Context: an optimization exercise on an open-source flow, tuned for small area, a short achievable clock period and few clock cycles per item. The choices shown serve that exercise and are no tape-out recipe.
For this run, only the layout was checked, not whether the RTL still works.

## design.v

```verilog
module gf251_inv (
    input  wire [6:0] a,
    output wire [7:0] inv
);
    localparam [1023:0] TABLE = {
        64'h0000f95364b3c3e4,
        64'h87757684e3f01441,
        64'hc7594c563d2d9946,
        64'h2720a97b47922c22,
        64'h25f31bdd50356eae,
        64'hb06cbd037c961f5b,
        64'hc5b1a36da4adc481,
        64'h6368d3300fe87033,
        64'h04a66bcdea0de582,
        64'hb2ac5a8c40f62944,
        64'hebbf6a61d80631b6,
        64'h67da5f07d060d566,
        64'h519f1a095d1df188,
        64'h83c20c71b90ec0cc,
        64'h43123a1589e21c9d,
        64'h242ac93f547e0100
    };
    assign inv = TABLE[{a, 3'd0} +: 8];
endmodule
module gf251_mul (
    input  wire [8:0]  u,
    input  wire [7:0]  c,
    input  wire [7:0]  v,
    output wire [11:0] sa,
    output wire [11:0] sb
);
    wire t1;
    wire t2;
    wire t3;
    wire t4;
    wire t5;
    wire t6;
    wire t7;
    wire t8;
    wire t9;
    wire t10;
    wire t11;
    wire t12;
    wire t13;
    wire t14;
    wire t15;
    wire t16;
    wire t17;
    wire t18;
    wire t19;
    wire t20;
    wire t21;
    wire t22;
    wire t23;
    wire t24;
    wire t25;
    wire t26;
    wire t27;
    wire t28;
    wire t29;
    wire t30;
    wire t31;
    wire t32;
    wire t33;
    wire t34;
    wire t35;
    wire t36;
    wire t37;
    wire t38;
    wire t39;
    wire t40;
    wire t41;
    wire t42;
    wire t43;
    wire t44;
    wire t45;
    wire t46;
    wire t47;
    wire t48;
    wire t49;
    wire t50;
    wire t51;
    wire t52;
    wire t53;
    wire t54;
    wire t55;
    wire t56;
    wire t57;
    wire t58;
    wire t59;
    wire t60;
    wire t61;
    wire t62;
    wire t63;
    wire t64;
    wire t65;
    wire t66;
    wire t67;
    wire t68;
    wire t69;
    wire t70;
    wire t71;
    wire t72;
    wire t73;
    wire t74;
    wire t75;
    wire t76;
    wire t77;
    wire t78;
    wire t79;
    wire t80;
    wire t81;
    wire t82;
    wire t83;
    wire t84;
    wire t85;
    wire t86;
    wire t87;
    wire t88;
    wire t89;
    wire t90;
    wire t91;
    wire t92;
    wire t93;
    wire t94;
    wire t95;
    wire t96;
    wire t97;
    wire t98;
    wire t99;
    wire t100;
    wire t101;
    wire t102;
    wire t103;
    wire t104;
    wire t105;
    wire t106;
    wire t107;
    wire t108;
    wire t109;
    wire t110;
    wire t111;
    wire t112;
    wire t113;
    wire t114;
    wire t115;
    wire t116;
    wire t117;
    wire t118;
    wire t119;
    wire t120;
    wire t121;
    wire t122;
    wire t123;
    wire t124;
    wire t125;
    wire t126;
    wire t127;
    wire t128;
    wire t129;
    wire t130;
    wire t131;
    wire t132;
    wire t133;
    wire t134;
    wire t135;
    wire t136;
    wire t137;
    wire t138;
    wire t139;
    wire t140;
    wire t141;
    wire t142;
    wire t143;
    wire t144;
    wire t145;
    wire t146;
    wire t147;
    wire t148;
    wire t149;
    wire t150;
    wire t151;
    wire t152;
    wire t153;
    wire t154;
    wire t155;
    wire t156;
    wire t157;
    wire t158;
    wire t159;
    wire t160;
    wire t161;
    wire t162;
    wire t163;
    wire t164;
    wire t165;
    wire t166;
    wire t167;
    wire t168;
    wire t169;
    wire t170;
    wire t171;
    wire t172;
    wire t173;
    wire t174;
    wire t175;
    wire t176;
    wire t177;
    wire t178;
    wire t179;
    wire t180;
    wire t181;
    wire t182;
    wire t183;
    wire t184;
    wire t185;
    wire t186;
    wire t187;
    wire t188;
    wire t189;
    wire t190;
    wire t191;
    wire t192;
    wire t193;
    wire t194;
    wire t195;
    wire t196;
    wire t197;
    wire t198;
    wire t199;
    wire t200;
    wire t201;
    wire t202;
    wire t203;
    wire t204;
    wire t205;
    wire t206;
    wire t207;
    wire t208;
    wire t209;
    wire t210;
    wire t211;
    wire t212;
    wire t213;
    wire t214;
    wire t215;
    wire t216;
    wire t217;
    wire t218;
    wire t219;
    wire t220;
    wire t221;
    wire t222;
    wire t223;
    wire t224;
    wire t225;
    wire t226;
    assign t1 = (u[0] & c[2]) ^ (u[1] & c[1]) ^ (u[1] & c[7]);
    assign t2 = ((u[0] & c[2]) & (u[1] & c[1])) | ((u[0] & c[2]) & (u[1] & c[7])) | ((u[1] & c[1]) & (u[1] & c[7]));
    assign t3 = t1 ^ (u[2] & c[0]) ^ (u[2] & c[6]);
    assign t4 = (t1 & (u[2] & c[0])) | (t1 & (u[2] & c[6])) | ((u[2] & c[0]) & (u[2] & c[6]));
    assign t5 = (u[3] & c[5]) ^ (u[3] & c[7]) ^ (u[4] & c[4]);
    assign t6 = ((u[3] & c[5]) & (u[3] & c[7])) | ((u[3] & c[5]) & (u[4] & c[4])) | ((u[3] & c[7]) & (u[4] & c[4]));
    assign t7 = (u[4] & c[6]) ^ (u[5] & c[3]) ^ (u[5] & c[5]);
    assign t8 = ((u[4] & c[6]) & (u[5] & c[3])) | ((u[4] & c[6]) & (u[5] & c[5])) | ((u[5] & c[3]) & (u[5] & c[5]));
    assign t9 = t2 ^ (u[0] & c[3]) ^ (u[1] & c[2]);
    assign t10 = (t2 & (u[0] & c[3])) | (t2 & (u[1] & c[2])) | ((u[0] & c[3]) & (u[1] & c[2]));
    assign t11 = (u[2] & c[1]) ^ (u[2] & c[7]) ^ (u[3] & c[0]);
    assign t12 = ((u[2] & c[1]) & (u[2] & c[7])) | ((u[2] & c[1]) & (u[3] & c[0])) | ((u[2] & c[7]) & (u[3] & c[0]));
    assign t13 = (u[3] & c[6]) ^ (u[4] & c[5]) ^ (u[4] & c[7]);
    assign t14 = ((u[3] & c[6]) & (u[4] & c[5])) | ((u[3] & c[6]) & (u[4] & c[7])) | ((u[4] & c[5]) & (u[4] & c[7]));
    assign t15 = (u[5] & c[4]) ^ (u[5] & c[6]) ^ (u[6] & c[3]);
    assign t16 = ((u[5] & c[4]) & (u[5] & c[6])) | ((u[5] & c[4]) & (u[6] & c[3])) | ((u[5] & c[6]) & (u[6] & c[3]));
    assign t17 = (u[6] & c[5]) ^ (u[7] & c[2]);
    assign t18 = (u[6] & c[5]) & (u[7] & c[2]);
    assign t19 = (u[0] & c[4]) ^ (u[1] & c[3]) ^ (u[2] & c[2]);
    assign t20 = ((u[0] & c[4]) & (u[1] & c[3])) | ((u[0] & c[4]) & (u[2] & c[2])) | ((u[1] & c[3]) & (u[2] & c[2]));
    assign t21 = (u[3] & c[1]) ^ (u[3] & c[7]) ^ (u[4] & c[0]);
    assign t22 = ((u[3] & c[1]) & (u[3] & c[7])) | ((u[3] & c[1]) & (u[4] & c[0])) | ((u[3] & c[7]) & (u[4] & c[0]));
    assign t23 = (u[4] & c[6]) ^ (u[5] & c[5]) ^ (u[5] & c[7]);
    assign t24 = ((u[4] & c[6]) & (u[5] & c[5])) | ((u[4] & c[6]) & (u[5] & c[7])) | ((u[5] & c[5]) & (u[5] & c[7]));
    assign t25 = (u[6] & c[4]) ^ (u[6] & c[6]) ^ (u[7] & c[3]);
    assign t26 = ((u[6] & c[4]) & (u[6] & c[6])) | ((u[6] & c[4]) & (u[7] & c[3])) | ((u[6] & c[6]) & (u[7] & c[3]));
    assign t27 = (u[0] & c[5]) ^ (u[1] & c[4]) ^ (u[2] & c[3]);
    assign t28 = ((u[0] & c[5]) & (u[1] & c[4])) | ((u[0] & c[5]) & (u[2] & c[3])) | ((u[1] & c[4]) & (u[2] & c[3]));
    assign t29 = (u[3] & c[2]) ^ (u[4] & c[1]) ^ (u[4] & c[7]);
    assign t30 = ((u[3] & c[2]) & (u[4] & c[1])) | ((u[3] & c[2]) & (u[4] & c[7])) | ((u[4] & c[1]) & (u[4] & c[7]));
    assign t31 = (u[5] & c[0]) ^ (u[5] & c[6]) ^ (u[6] & c[5]);
    assign t32 = ((u[5] & c[0]) & (u[5] & c[6])) | ((u[5] & c[0]) & (u[6] & c[5])) | ((u[5] & c[6]) & (u[6] & c[5]));
    assign t33 = (u[6] & c[7]) ^ (u[7] & c[4]);
    assign t34 = (u[6] & c[7]) & (u[7] & c[4]);
    assign t35 = (u[0] & c[6]) ^ (u[1] & c[5]) ^ (u[2] & c[4]);
    assign t36 = ((u[0] & c[6]) & (u[1] & c[5])) | ((u[0] & c[6]) & (u[2] & c[4])) | ((u[1] & c[5]) & (u[2] & c[4]));
    assign t37 = (u[3] & c[3]) ^ (u[4] & c[2]) ^ (u[5] & c[1]);
    assign t38 = ((u[3] & c[3]) & (u[4] & c[2])) | ((u[3] & c[3]) & (u[5] & c[1])) | ((u[4] & c[2]) & (u[5] & c[1]));
    assign t39 = (u[5] & c[7]) ^ (u[6] & c[0]) ^ (u[6] & c[6]);
    assign t40 = ((u[5] & c[7]) & (u[6] & c[0])) | ((u[5] & c[7]) & (u[6] & c[6])) | ((u[6] & c[0]) & (u[6] & c[6]));
    assign t41 = (u[0] & c[7]) ^ (u[1] & c[6]) ^ (u[2] & c[5]);
    assign t42 = ((u[0] & c[7]) & (u[1] & c[6])) | ((u[0] & c[7]) & (u[2] & c[5])) | ((u[1] & c[6]) & (u[2] & c[5]));
    assign t43 = (u[3] & c[4]) ^ (u[4] & c[3]) ^ (u[5] & c[2]);
    assign t44 = ((u[3] & c[4]) & (u[4] & c[3])) | ((u[3] & c[4]) & (u[5] & c[2])) | ((u[4] & c[3]) & (u[5] & c[2]));
    assign t45 = (u[0] & c[0]) ^ (u[1] & c[7]) ^ (u[2] & c[6]);
    assign t46 = ((u[0] & c[0]) & (u[1] & c[7])) | ((u[0] & c[0]) & (u[2] & c[6])) | ((u[1] & c[7]) & (u[2] & c[6]));
    assign t47 = (u[3] & c[5]) ^ (u[4] & c[4]) ^ (u[5] & c[3]);
    assign t48 = ((u[3] & c[5]) & (u[4] & c[4])) | ((u[3] & c[5]) & (u[5] & c[3])) | ((u[4] & c[4]) & (u[5] & c[3]));
    assign t49 = (u[0] & c[1]) ^ (u[1] & c[0]) ^ (u[2] & c[7]);
    assign t50 = ((u[0] & c[1]) & (u[1] & c[0])) | ((u[0] & c[1]) & (u[2] & c[7])) | ((u[1] & c[0]) & (u[2] & c[7]));
    assign t51 = (u[3] & c[6]) ^ (u[4] & c[5]) ^ (u[5] & c[4]);
    assign t52 = ((u[3] & c[6]) & (u[4] & c[5])) | ((u[3] & c[6]) & (u[5] & c[4])) | ((u[4] & c[5]) & (u[5] & c[4]));
    assign t53 = (u[6] & c[3]) ^ (u[7] & c[2]);
    assign t54 = (u[6] & c[3]) & (u[7] & c[2]);
    assign t55 = t3 ^ t5 ^ t7;
    assign t56 = (t3 & t5) | (t3 & t7) | (t5 & t7);
    assign t57 = (u[6] & c[2]) ^ (u[6] & c[4]) ^ (u[7] & c[1]);
    assign t58 = ((u[6] & c[2]) & (u[6] & c[4])) | ((u[6] & c[2]) & (u[7] & c[1])) | ((u[6] & c[4]) & (u[7] & c[1]));
    assign t59 = (u[7] & c[3]) ^ (u[7] & c[7]) ^ ~(u[8] & c[0]);
    assign t60 = ((u[7] & c[3]) & (u[7] & c[7])) | ((u[7] & c[3]) & ~(u[8] & c[0])) | ((u[7] & c[7]) & ~(u[8] & c[0]));
    assign t61 = ~(u[8] & c[2]) ^ ~(u[8] & c[6]);
    assign t62 = ~(u[8] & c[2]) & ~(u[8] & c[6]);
    assign t63 = t4 ^ t6 ^ t8;
    assign t64 = (t4 & t6) | (t4 & t8) | (t6 & t8);
    assign t65 = t9 ^ t11 ^ t13;
    assign t66 = (t9 & t11) | (t9 & t13) | (t11 & t13);
    assign t67 = t15 ^ t17 ^ (u[7] & c[4]);
    assign t68 = (t15 & t17) | (t15 & (u[7] & c[4])) | (t17 & (u[7] & c[4]));
    assign t69 = ~(u[8] & c[1]) ^ ~(u[8] & c[3]) ^ ~(u[8] & c[7]);
    assign t70 = (~(u[8] & c[1]) & ~(u[8] & c[3])) | (~(u[8] & c[1]) & ~(u[8] & c[7])) | (~(u[8] & c[3]) & ~(u[8] & c[7]));
    assign t71 = t10 ^ t12 ^ t14;
    assign t72 = (t10 & t12) | (t10 & t14) | (t12 & t14);
    assign t73 = t16 ^ t18 ^ t19;
    assign t74 = (t16 & t18) | (t16 & t19) | (t18 & t19);
    assign t75 = t21 ^ t23 ^ t25;
    assign t76 = (t21 & t23) | (t21 & t25) | (t23 & t25);
    assign t77 = (u[7] & c[5]) ^ ~(u[8] & c[2]) ^ ~(u[8] & c[4]);
    assign t78 = ((u[7] & c[5]) & ~(u[8] & c[2])) | ((u[7] & c[5]) & ~(u[8] & c[4])) | (~(u[8] & c[2]) & ~(u[8] & c[4]));
    assign t79 = t20 ^ t22 ^ t24;
    assign t80 = (t20 & t22) | (t20 & t24) | (t22 & t24);
    assign t81 = t26 ^ t27 ^ t29;
    assign t82 = (t26 & t27) | (t26 & t29) | (t27 & t29);
    assign t83 = t31 ^ t33 ^ (u[7] & c[6]);
    assign t84 = (t31 & t33) | (t31 & (u[7] & c[6])) | (t33 & (u[7] & c[6]));
    assign t85 = ~(u[8] & c[3]) ^ ~(u[8] & c[5]) ^ v[5];
    assign t86 = (~(u[8] & c[3]) & ~(u[8] & c[5])) | (~(u[8] & c[3]) & v[5]) | (~(u[8] & c[5]) & v[5]);
    assign t87 = t28 ^ t30 ^ t32;
    assign t88 = (t28 & t30) | (t28 & t32) | (t30 & t32);
    assign t89 = t34 ^ t35 ^ t37;
    assign t90 = (t34 & t35) | (t34 & t37) | (t35 & t37);
    assign t91 = t39 ^ (u[7] & c[5]) ^ (u[7] & c[7]);
    assign t92 = (t39 & (u[7] & c[5])) | (t39 & (u[7] & c[7])) | ((u[7] & c[5]) & (u[7] & c[7]));
    assign t93 = ~(u[8] & c[4]) ^ ~(u[8] & c[6]) ^ v[6];
    assign t94 = (~(u[8] & c[4]) & ~(u[8] & c[6])) | (~(u[8] & c[4]) & v[6]) | (~(u[8] & c[6]) & v[6]);
    assign t95 = t36 ^ t38 ^ t40;
    assign t96 = (t36 & t38) | (t36 & t40) | (t38 & t40);
    assign t97 = t41 ^ t43 ^ (u[6] & c[1]);
    assign t98 = (t41 & t43) | (t41 & (u[6] & c[1])) | (t43 & (u[6] & c[1]));
    assign t99 = (u[6] & c[7]) ^ (u[7] & c[0]) ^ (u[7] & c[6]);
    assign t100 = ((u[6] & c[7]) & (u[7] & c[0])) | ((u[6] & c[7]) & (u[7] & c[6])) | ((u[7] & c[0]) & (u[7] & c[6]));
    assign t101 = ~(u[8] & c[5]) ^ ~(u[8] & c[7]) ^ v[7];
    assign t102 = (~(u[8] & c[5]) & ~(u[8] & c[7])) | (~(u[8] & c[5]) & v[7]) | (~(u[8] & c[7]) & v[7]);
    assign t103 = t45 ^ t47 ^ (u[6] & c[2]);
    assign t104 = (t45 & t47) | (t45 & (u[6] & c[2])) | (t47 & (u[6] & c[2]));
    assign t105 = (u[7] & c[1]) ^ (u[7] & c[7]);
    assign t106 = (u[7] & c[1]) & (u[7] & c[7]);
    assign t107 = t46 ^ t48 ^ t49;
    assign t108 = (t46 & t48) | (t46 & t49) | (t48 & t49);
    assign t109 = t51 ^ t53 ^ ~(u[8] & c[1]);
    assign t110 = (t51 & t53) | (t51 & ~(u[8] & c[1])) | (t53 & ~(u[8] & c[1]));
    assign t111 = ~(u[8] & c[7]) ^ v[1];
    assign t112 = ~(u[8] & c[7]) & v[1];
    assign t113 = t50 ^ t52 ^ t54;
    assign t114 = (t50 & t52) | (t50 & t54) | (t52 & t54);
    assign t115 = t55 ^ t57 ^ t59;
    assign t116 = (t55 & t57) | (t55 & t59) | (t57 & t59);
    assign t117 = t61 ^ v[2] ^ 1'b1;
    assign t118 = (t61 & v[2]) | (t61 & 1'b1) | (v[2] & 1'b1);
    assign t119 = t56 ^ t58 ^ t60;
    assign t120 = (t56 & t58) | (t56 & t60) | (t58 & t60);
    assign t121 = t62 ^ t63 ^ t65;
    assign t122 = (t62 & t63) | (t62 & t65) | (t63 & t65);
    assign t123 = t67 ^ t69 ^ v[3];
    assign t124 = (t67 & t69) | (t67 & v[3]) | (t69 & v[3]);
    assign t125 = t64 ^ t66 ^ t68;
    assign t126 = (t64 & t66) | (t64 & t68) | (t66 & t68);
    assign t127 = t70 ^ t71 ^ t73;
    assign t128 = (t70 & t71) | (t70 & t73) | (t71 & t73);
    assign t129 = t75 ^ t77 ^ v[4];
    assign t130 = (t75 & t77) | (t75 & v[4]) | (t77 & v[4]);
    assign t131 = t72 ^ t74 ^ t76;
    assign t132 = (t72 & t74) | (t72 & t76) | (t74 & t76);
    assign t133 = t78 ^ t79 ^ t81;
    assign t134 = (t78 & t79) | (t78 & t81) | (t79 & t81);
    assign t135 = t83 ^ t85 ^ 1'b1;
    assign t136 = (t83 & t85) | (t83 & 1'b1) | (t85 & 1'b1);
    assign t137 = t80 ^ t82 ^ t84;
    assign t138 = (t80 & t82) | (t80 & t84) | (t82 & t84);
    assign t139 = t86 ^ t87 ^ t89;
    assign t140 = (t86 & t87) | (t86 & t89) | (t87 & t89);
    assign t141 = t91 ^ t93 ^ 1'b1;
    assign t142 = (t91 & t93) | (t91 & 1'b1) | (t93 & 1'b1);
    assign t143 = t88 ^ t90 ^ t92;
    assign t144 = (t88 & t90) | (t88 & t92) | (t90 & t92);
    assign t145 = t94 ^ t95 ^ t97;
    assign t146 = (t94 & t95) | (t94 & t97) | (t95 & t97);
    assign t147 = t99 ^ t101 ^ 1'b1;
    assign t148 = (t99 & t101) | (t99 & 1'b1) | (t101 & 1'b1);
    assign t149 = t96 ^ t98 ^ t100;
    assign t150 = (t96 & t98) | (t96 & t100) | (t98 & t100);
    assign t151 = t102 ^ t42;
    assign t152 = t102 & t42;
    assign t153 = t103 ^ t105 ^ ~(u[8] & c[0]);
    assign t154 = (t103 & t105) | (t103 & ~(u[8] & c[0])) | (t105 & ~(u[8] & c[0]));
    assign t155 = t104 ^ t106 ^ t107;
    assign t156 = (t104 & t106) | (t104 & t107) | (t106 & t107);
    assign t157 = t109 ^ t111;
    assign t158 = t109 & t111;
    assign t159 = t108 ^ t110 ^ t112;
    assign t160 = (t108 & t110) | (t108 & t112) | (t110 & t112);
    assign t161 = t113 ^ t115 ^ t117;
    assign t162 = (t113 & t115) | (t113 & t117) | (t115 & t117);
    assign t163 = t114 ^ t116 ^ t118;
    assign t164 = (t114 & t116) | (t114 & t118) | (t116 & t118);
    assign t165 = t119 ^ t121 ^ t123;
    assign t166 = (t119 & t121) | (t119 & t123) | (t121 & t123);
    assign t167 = t120 ^ t122 ^ t124;
    assign t168 = (t120 & t122) | (t120 & t124) | (t122 & t124);
    assign t169 = t125 ^ t127 ^ t129;
    assign t170 = (t125 & t127) | (t125 & t129) | (t127 & t129);
    assign t171 = t126 ^ t128 ^ t130;
    assign t172 = (t126 & t128) | (t126 & t130) | (t128 & t130);
    assign t173 = t131 ^ t133 ^ t135;
    assign t174 = (t131 & t133) | (t131 & t135) | (t133 & t135);
    assign t175 = t132 ^ t134 ^ t136;
    assign t176 = (t132 & t134) | (t132 & t136) | (t134 & t136);
    assign t177 = t137 ^ t139 ^ t141;
    assign t178 = (t137 & t139) | (t137 & t141) | (t139 & t141);
    assign t179 = t138 ^ t140 ^ t142;
    assign t180 = (t138 & t140) | (t138 & t142) | (t140 & t142);
    assign t181 = t143 ^ t145 ^ t147;
    assign t182 = (t143 & t145) | (t143 & t147) | (t145 & t147);
    assign t183 = t144 ^ t146 ^ t148;
    assign t184 = (t144 & t146) | (t144 & t148) | (t146 & t148);
    assign t185 = t149 ^ t151 ^ t44;
    assign t186 = (t149 & t151) | (t149 & t44) | (t151 & t44);
    assign t187 = t153 ^ ~(u[8] & c[6]);
    assign t188 = t153 & ~(u[8] & c[6]);
    assign t189 = t154 ^ t155 ^ t157;
    assign t190 = (t154 & t155) | (t154 & t157) | (t155 & t157);
    assign t191 = t156 ^ t158 ^ t159;
    assign t192 = (t156 & t158) | (t156 & t159) | (t158 & t159);
    assign t193 = t160 ^ t162 ^ t163;
    assign t194 = (t160 & t162) | (t160 & t163) | (t162 & t163);
    assign t195 = t164 ^ t166 ^ t167;
    assign t196 = (t164 & t166) | (t164 & t167) | (t166 & t167);
    assign t197 = t168 ^ t170 ^ t171;
    assign t198 = (t168 & t170) | (t168 & t171) | (t170 & t171);
    assign t199 = t172 ^ t174 ^ t175;
    assign t200 = (t172 & t174) | (t172 & t175) | (t174 & t175);
    assign t201 = t176 ^ t178 ^ t179;
    assign t202 = (t176 & t178) | (t176 & t179) | (t178 & t179);
    assign t203 = t180 ^ t182 ^ t183;
    assign t204 = (t180 & t182) | (t180 & t183) | (t182 & t183);
    assign t205 = t184 ^ t186 ^ t150;
    assign t206 = (t184 & t186) | (t184 & t150) | (t186 & t150);
    assign t207 = t187 ^ v[0];
    assign t208 = t187 & v[0];
    assign t209 = t188 ^ t189 ^ 1'b1;
    assign t210 = (t188 & t189) | (t188 & 1'b1) | (t189 & 1'b1);
    assign t211 = t190 ^ t191 ^ t161;
    assign t212 = (t190 & t191) | (t190 & t161) | (t191 & t161);
    assign t213 = t192 ^ t193 ^ t165;
    assign t214 = (t192 & t193) | (t192 & t165) | (t193 & t165);
    assign t215 = t194 ^ t195 ^ t169;
    assign t216 = (t194 & t195) | (t194 & t169) | (t195 & t169);
    assign t217 = t196 ^ t197 ^ t173;
    assign t218 = (t196 & t197) | (t196 & t173) | (t197 & t173);
    assign t219 = t198 ^ t199 ^ t177;
    assign t220 = (t198 & t199) | (t198 & t177) | (t199 & t177);
    assign t221 = t200 ^ t201 ^ t181;
    assign t222 = (t200 & t201) | (t200 & t181) | (t201 & t181);
    assign t223 = t202 ^ t203 ^ t185;
    assign t224 = (t202 & t203) | (t202 & t185) | (t203 & t185);
    assign t225 = t204 ^ t205 ^ t152;
    assign t226 = (t204 & t205) | (t204 & t152) | (t205 & t152);
    assign sa = {1'b0, t226, t224, t222, t220, t218, t216, t214, t212, t210, t208, t207};
    assign sb = {1'b0, t206, t225, t223, t221, t219, t217, t215, t213, t211, t209, 1'b1};
endmodule
module gf251_interp (
    input  wire        clk,
    input  wire        rst,
    input  wire        start,
    input  wire [3:0]  k,
    input  wire [63:0] xs,      
    input  wire [63:0] ys,      
    output wire        ready,
    output wire        done,
    output wire [1:0]  err,     
    output wire [63:0] coef     
);
    localparam ST_IDLE = 2'd0;
    localparam ST_RUN  = 2'd1;
    localparam ST_DONE = 2'd2;
    reg [1:0] st;
    reg       rdy_r;
    reg       done_r;
    reg [7:0] x [0:7];
    reg [7:0] a [0:7];
    reg [1:0] err_r;
    reg [2:0] km1;           
    reg       r0v;
    reg       ph;            
    reg [2:0] p;             
    reg [2:0] xb;            
    reg [2:0] kl;            
    reg       r1v;
    reg       r1ph;
    reg [2:0] r1p;
    reg       r1neg;         
    reg [7:0] r1x;           
    reg       s1v;
    reg [2:0] s1d;
    reg [8:0] s1u;
    reg [7:0] s1c;
    reg [7:0] s1w;
    reg        s2v;
    reg [2:0]  s2d;
    reg [11:0] s2a;
    reg [11:0] s2b;
    wire start_ok = start && rdy_r;
    wire k_bad    = (k == 4'd0 || k > 4'd8);
    wire [11:0] s2s = s2a + s2b;
    wire [4:0] sh  = {1'b0, s2s[11:8]};
    wire [9:0] q0  = {2'd0, s2s[7:0]} + {3'd0, sh, 2'd0} + {5'd0, sh};
    wire [9:0] q1  = q0 - 10'd251;
    wire [7:0] res = q1[9] ? q0[7:0] : q1[7:0];
    wire [2:0] p1  = p + 3'd1;
    wire [7:0] xh  = x[p1];
    wire [7:0] xl  = x[xb];
    wire [8:0] d1  = {1'b0, xh} - {1'b0, xl};           
    wire [8:0] d2  = {1'b0, xl} - {1'b0, xh};           
    wire [8:0] e1  = 9'd251 - d1;                       
    wire [8:0] e2  = 9'd251 - d2;
    wire       sgn = d1[8];                             
    wire [7:0] ab  = sgn ? d2[7:0] : d1[7:0];           
    wire       big = ab > 8'd125;
    wire [6:0] fold = !big ? ab[6:0] : (sgn ? e2[6:0] : e1[6:0]);
    wire       dz  = ph ? (xl == 8'd0) : (xh == xl);
    wire [7:0] rinv;
    gf251_inv u_inv (.a(r1x[6:0]), .inv(rinv));
    wire [7:0] c_next = r1ph ? r1x : rinv;
    wire [2:0] r1p1 = r1p + 3'd1;
    wire [7:0] alo = (s2v && s2d == r1p)  ? res : a[r1p];
    wire [7:0] ahi = (s2v && s2d == r1p1) ? res : a[r1p1];
    wire [7:0] opa = r1ph ? 8'd0 : (r1neg ? alo : ahi);
    wire [7:0] opb = r1ph ? ahi  : (r1neg ? ahi : alo);
    wire [8:0] u_next = {1'b0, opa} - {1'b0, opb};
    wire [7:0] w_next = r1ph ? alo : 8'd0;
    wire [2:0] d_next = r1ph ? r1p : r1p1;
    wire hazard = s1v && (s1d == r1p || s1d == r1p1);
    wire adv1   = r1v && !hazard;             
    wire adv0   = r0v && (!r1v || adv1);      
    wire [11:0] psa, psb;
    gf251_mul u_mul (.u(s1u), .c(s1c), .v(s1w), .sa(psa), .sb(psb));
    always @(posedge clk) begin
        if (rst) begin
            st  <= ST_IDLE;
            r0v <= 1'b0;
            r1v <= 1'b0;
            s1v <= 1'b0;
            s2v <= 1'b0;
        end else begin
            s2v <= s1v;
            s1v <= adv1;
            if (adv0) r1v <= 1'b1;
            else if (adv1) r1v <= 1'b0;
            if (rdy_r) begin
                km1 <= k[2:0] - 3'd1;
                ph  <= 1'b0;
                p   <= k[2:0] - 3'd2;
                xb  <= k[2:0] - 3'd2;
                kl  <= k[2:0] - 3'd2;
            end else if (adv0) begin
                if (!ph) begin
                    if (xb != 3'd0) begin
                        p  <= p - 3'd1;
                        xb <= xb - 3'd1;
                    end else if (kl != 3'd0) begin
                        kl <= kl - 3'd1;
                        p  <= km1 - 3'd1;
                        xb <= kl - 3'd1;
                    end else begin
                        ph <= 1'b1;
                        p  <= km1 - 3'd1;
                        xb <= km1 - 3'd1;
                    end
                end else begin
                    if (p != km1 - 3'd1) begin
                        p <= p + 3'd1;
                    end else if (xb != 3'd0) begin
                        xb <= xb - 3'd1;
                        p  <= xb - 3'd1;
                    end else begin
                        r0v <= 1'b0;
                    end
                end
            end
            case (st)
                ST_RUN: if (!r0v && !r1v && !s1v) st <= ST_DONE;
                default: st <= ST_IDLE;
            endcase
            if (start_ok) begin
                if (k_bad) begin
                    st <= ST_DONE;
                end else begin
                    r0v <= (k != 4'd1);
                    st  <= ST_RUN;
                end
            end
        end
    end
    always @(posedge clk) begin
        if (rst) begin
            rdy_r  <= 1'b1;
            done_r <= 1'b0;
        end else begin
            rdy_r  <= start_ok ? k_bad : (st == ST_RUN ? (!r0v && !r1v && !s1v) : 1'b1);
            done_r <= start_ok ? k_bad : (st == ST_RUN && !r0v && !r1v && !s1v);
        end
    end
    integer n;
    always @(posedge clk) begin
        s2d <= s1d;
        s2a <= psa;
        s2b <= psb;
        if (adv0) begin
            r1ph  <= ph;
            r1p   <= p;
            r1neg <= sgn ^ big;
            r1x   <= ph ? xl : {1'b0, fold};
        end
        if (adv1) begin
            s1d <= d_next;
            s1u <= u_next;
            s1c <= c_next;
            s1w <= w_next;
        end
        if (adv0 && dz) err_r <= 2'd2;
        for (n = 0; n < 8; n = n + 1)
            if (s2v && s2d == n[2:0]) a[n] <= res;
        if (rdy_r) begin
            for (n = 0; n < 8; n = n + 1) begin
                x[n] <= xs[8*n +: 8];
                a[n] <= (n < k) ? ys[8*n +: 8] : 8'd0;
            end
            err_r <= k_bad ? 2'd1 : 2'd0;
        end
    end
    assign ready = rdy_r;
    assign done  = done_r;
    assign err   = err_r;
    assign coef  = {a[7], a[6], a[5], a[4], a[3], a[2], a[1], a[0]};
endmodule
```

## flow/run.sh

```bash
#!/bin/bash
# The standard layout (the standard.sh, unchanged), with one difference:
# the port buffers that global placement inserts are buf_4 cells instead of
# the delay buffers (clkdlybuf4s50_1) the resizer picks by default.
set -euo pipefail
export BUFFER_PORTS_ARGS="-buffer_cell sky130_fd_sc_hd__buf_4"
bash standard.sh > standard.log 2>&1
```

## standard.sh

```bash
#!/bin/bash
# synth_recipe.tcl (not shown) runs the flow's synth.tcl, then flattens the netlist and writes it again
# the make line also repeats each setting of config.mk as NAME=value (left out here)
make -C /OpenROAD-flow-scripts/flow DESIGN_CONFIG=/design/flow/config.mk WORK_HOME=/design/flow/orfs CLKGATE_MAP_FILE= SYNTH_SCRIPT=/design/flow/synth_recipe.tcl "${@:-finish}"
```

## config.mk

```make
export PLATFORM = sky130hd
export DESIGN_NAME = gf251_interp
export DESIGN_NICKNAME = gf251_interp
export VERILOG_FILES = /design/flow/design.v
export SDC_FILE = /design/flow/constraint.sdc
export NUM_CORES = 4
export LEC_CHECK = 0
export CAP_MARGIN = 20
export CORE_MARGIN = 2
export CORE_UTILIZATION = 40
export PLACE_DENSITY = 0.6
export SLEW_MARGIN = 20
```

## constraint.sdc

```tcl
create_clock -name core_clock -period 24.0 [get_ports {clk}]
set_input_delay 4.8000 -clock core_clock [delete_from_list [all_inputs] [get_ports {clk}]]
set_output_delay 4.8000 -clock core_clock [all_outputs]
set_load 0.01 [all_outputs]
```

==> run_results.csv <==
group,metric,value,unit
floorplanning,start_util,0.403,
cells_and_area,num-nets-final,2262,
cells_and_area,final_cell_count_no_fill,2487,
floorplanning,die_area,0.0448,mm2
cells_and_area,multi_input_area,0.00994,mm2
worst_setup_path,reg2reg_slack,16.90,ns
synthesis,yosysTopAreaCell,"edfxtp_1",
sta,relSlewSlack,0.343,
cts,root_buffer,"clkbuf_16",
worst_setup_path,critPathSlowestCell,"fa_1",
worst_setup_path,crit_end,"s1u[7]",
sta,rsz0062_at_grt,"false",
cts,cts_tree,"built",
grt,grt_pass1_wl,78800,um
cells_and_area,layout_commonest_cell,"buf_4",
grt,grt_max_degree,111,
cts,cts_made_buffers,24,
grt,antenna_found_initial,0,
routing,drt_iter0_markers,1249,
place,dp_slack,16.96,ns
outcome,status,"timing/DRC/antenna clean",
place,dpl.cell_count,2443,
grt,gr-total-overflow,0,
floorplanning,placementRows,76,
cells_and_area,area_delta_synth_final,16.0,%
grt,grt_usage,0.222,
sta,worst_slew_pin_slew,0.979,ns
worst_setup_path,rr_worst_depth,32,
sta,min_period,7.10,ns
worst_setup_path,cp_max_fo,5,
worst_setup_path,cpPeakStageDelay,0.60,ns
cells_and_area,fill_cells,4046,
worst_hold_path,hold_path_class,"reg2reg",
sta,setup_ws,16.90,ns
cts,clkSinkCount,216,
synthesis,synth_edf_count,184,
cts,cts_setup_buffers,0,
worst_setup_path,crit_path_end_kind,"flop",
sta,setup_tns,0,ns
synthesis,synth_cell_types,80,
synthesis,synth.area.top_cells,"edfxtp_1 32%, fa_1 12%, ha_1 7.2%",
sta,slew_viol_final,0,
worst_setup_path,crit_start,"s2a[0]",
worst_setup_path,cpMostUsedCell,"a21o_1",
cts,insertion_delay,0.55,ns
cells_and_area,regArea,0.00617,mm2
synthesis,ys_seq_area_frac,0.357,
flow_run,maxCapViolations,0,
sta,finalHoldViolCount,0,
cts,htreeDepth,1,
place,place.gp.congestion,0.916,
synthesis,synthesis.nets,2120,
cts,clk_pin_slew_worst_paths,0.05,ns
worst_setup_path,path_class,"reg2reg",
floorplanning,dieHeight,212,um
synthesis,synthFlopType,"edfxtp_1",
routing,via_per_inst,5.72,
sta,clock_skew,0.0332,ns
routing,drt-total-wl,49700,um
cts,clock_path_buffers,3,
floorplanning,die_x,212,um
sta,setup_viol,0,
worst_setup_path,critPathRequiredTime,24.28,ns
synthesis,synth_area,0.0173,mm2
place,dpl.hpwl,38000,um
floorplanning,coreArea,0.0428,mm2
place,io_buffers,202,
synthesis,synth.avg_cell_area,9.69,um2
grt,grt_pass1_vias,14300,
cells_and_area,antenna_cells,0,
cells_and_area,drive_above_1_share,0.152,
cts,cts.repair.resized,0,
worst_setup_path,start_kind,"flop",
routing,drcViolationCount,0,
floorplanning,ios,203,
cells_and_area,final_cell_mix,"215 x buf_4, 203 x inv_1, 184 x edfxtp_1, 175 x nand2_1, 107 x a21oi_1",
synthesis,ys_warn_count,3,
synthesis,ys_ff_latch,216,
worst_setup_path,rr_endpoint,"s1u[7]",
routing,vias,14200,
routing,avgRoutedWirePerCell,20.0,um
synthesis,async_flop_share,0,
worst_setup_path,cp.arrival,7.37,ns
routing,ant_nets,0,
sta,max_clock_freq,0.141,GHz
cts,ctsHoldBuffers,0,
synthesis,netlist_instances,1781,
synthesis,synth_top_cell_area_share,0.320,
routing,drt-pass1-iter-count,9,
worst_setup_path,reg2reg_from,"s2a[0]",
sta,period_share,0.296,
sequential cells by signal, summed over array words and instances, names as in the netlist, 8 cells and up:
register,count
r1x,8
s2b,10
s1c,8
a,64
s1u,9
s1w,8
x,64
s2a,11
cells by family (layout without fill, tap and decap cells):
kind of cell | Yosys count | after routing | share of synthesized area
adder cells (fa/ha/maj) | 204 | 204 | 0.194
XOR/XNOR | 49 | 49 | 0.0249
AND/OR/NAND/NOR | 473 | 473 | 0.130
buffers and inverters | 304 | 464 | 0.0671
flip-flops | 216 | 216 | 0.357
multiplexers | 45 | 45 | 0.0301
AO/OA/AOI/OAI | 490 | 490 | 0.197
area by class of cell:
type                    instances  area share
clock buffers                  27      0.0310
clock inverters                17      0.0116
inverters                     205      0.0384
multi-input cells            1261       0.496
flip-flops and latches        216       0.308
well taps                     546      0.0341
repair buffers                215      0.0806
how the worst min path moves through the flow:
stage	slack [ns]	end	depth (start not counted)	from
global route	0.44	s2d[0]	0	s1d[0]
global placement	0.40	s2d[0]	0	s1d[0]
CTS	0.41	s2d[0]	0	s1d[0]
detailed placement	0.39	s2d[0]	0	s1d[0]
floorplan	0.37	s2d[0]	0	s1d[0]
finish	0.41	s2d[0]	0	s1d[0]
critical path, delay by kind of cell, from the launching register on:
kind	cells	cell delay (ns)
multiplexers	2	0.37
AO/OA/AOI/OAI	15	2.93
AND/OR/NAND/NOR	8	1.32
XOR/XNOR	1	0.09
flip-flops	1	0.33
buffers and inverters	2	0.15
adder cells (fa/ha/maj)	4	1.64
synthesized netlist by cell type, types with 9 or more instances:
cell type and number:
and2_1 60, nor2b_1 14, a21oi_1 107, nand2_1 175
clkbuf_1 85, nand2b_1 16, buf_1 9, a221oi_1 9
a21o_1 76, mux2i_1 26, a22oi_1 42, fa_1 105
xnor2_1 24, inv_1 203, nor2_1 101, dfxtp_1 32
a222oi_1 26, mux2_2 15, o211ai_1 18, and3_1 12
nor3_1 29, ha_1 99, nand3_1 23, a31oi_1 16
edfxtp_1 184, o21ai_0 73, xor2_1 25, a211oi_1 41
per-layer routing:
layer  GRT usage  wire, um  vias to the layer above
li1            -         -                     6601
met1       0.307     21400                     6935
met2       0.357     23200                      601
met3      0.0359      3530                       94
met4      0.0709      1550                        0
met5           0         0                        -
per-stage QoR:
| step | hold slack, ns | cell area (um2) | utilization |
|---|---|---|---|
| after floorplan | 0.367 | 17300 | - |
| after global placement | 0.396 | 19200 | 0.448 |
| after detailed placement | 0.385 | 19200 | 0.448 |
| after CTS | 0.411 | 20000 | 0.468 |
| after global routing | 0.437 | 20000 | 0.468 |
| final | 0.409 | 20000 | 0.468 |

## re-timing with driven ports
How much do the figures lean on ideal ports? The routed layout below was timed once more, with nothing changed but the port constraints.
Step 1 sets driving cells, clkbuf_16 on the clock port and buf_2 on the other inputs (assumed; they add their load-dependent delay and slew).
Step 2 moves the port delays by t, midway between the first and last clock arrival at a register: inputs arrive t later, outputs are due t later. That takes back most of the time a late clock gives input paths.
a / b / c = ideal ports / drivers / drivers and shift; a / b = the first two.
t, ns: 0.594
setup WS [ns]: 16.903 / 16.903 / 16.903
worst slew at a driven data input, ns: 0.07
After both steps setup and hold are still met in this run. For this run, drivers alone change the setup slack by 0.000 ns; drivers and shift together by 0.000 ns.
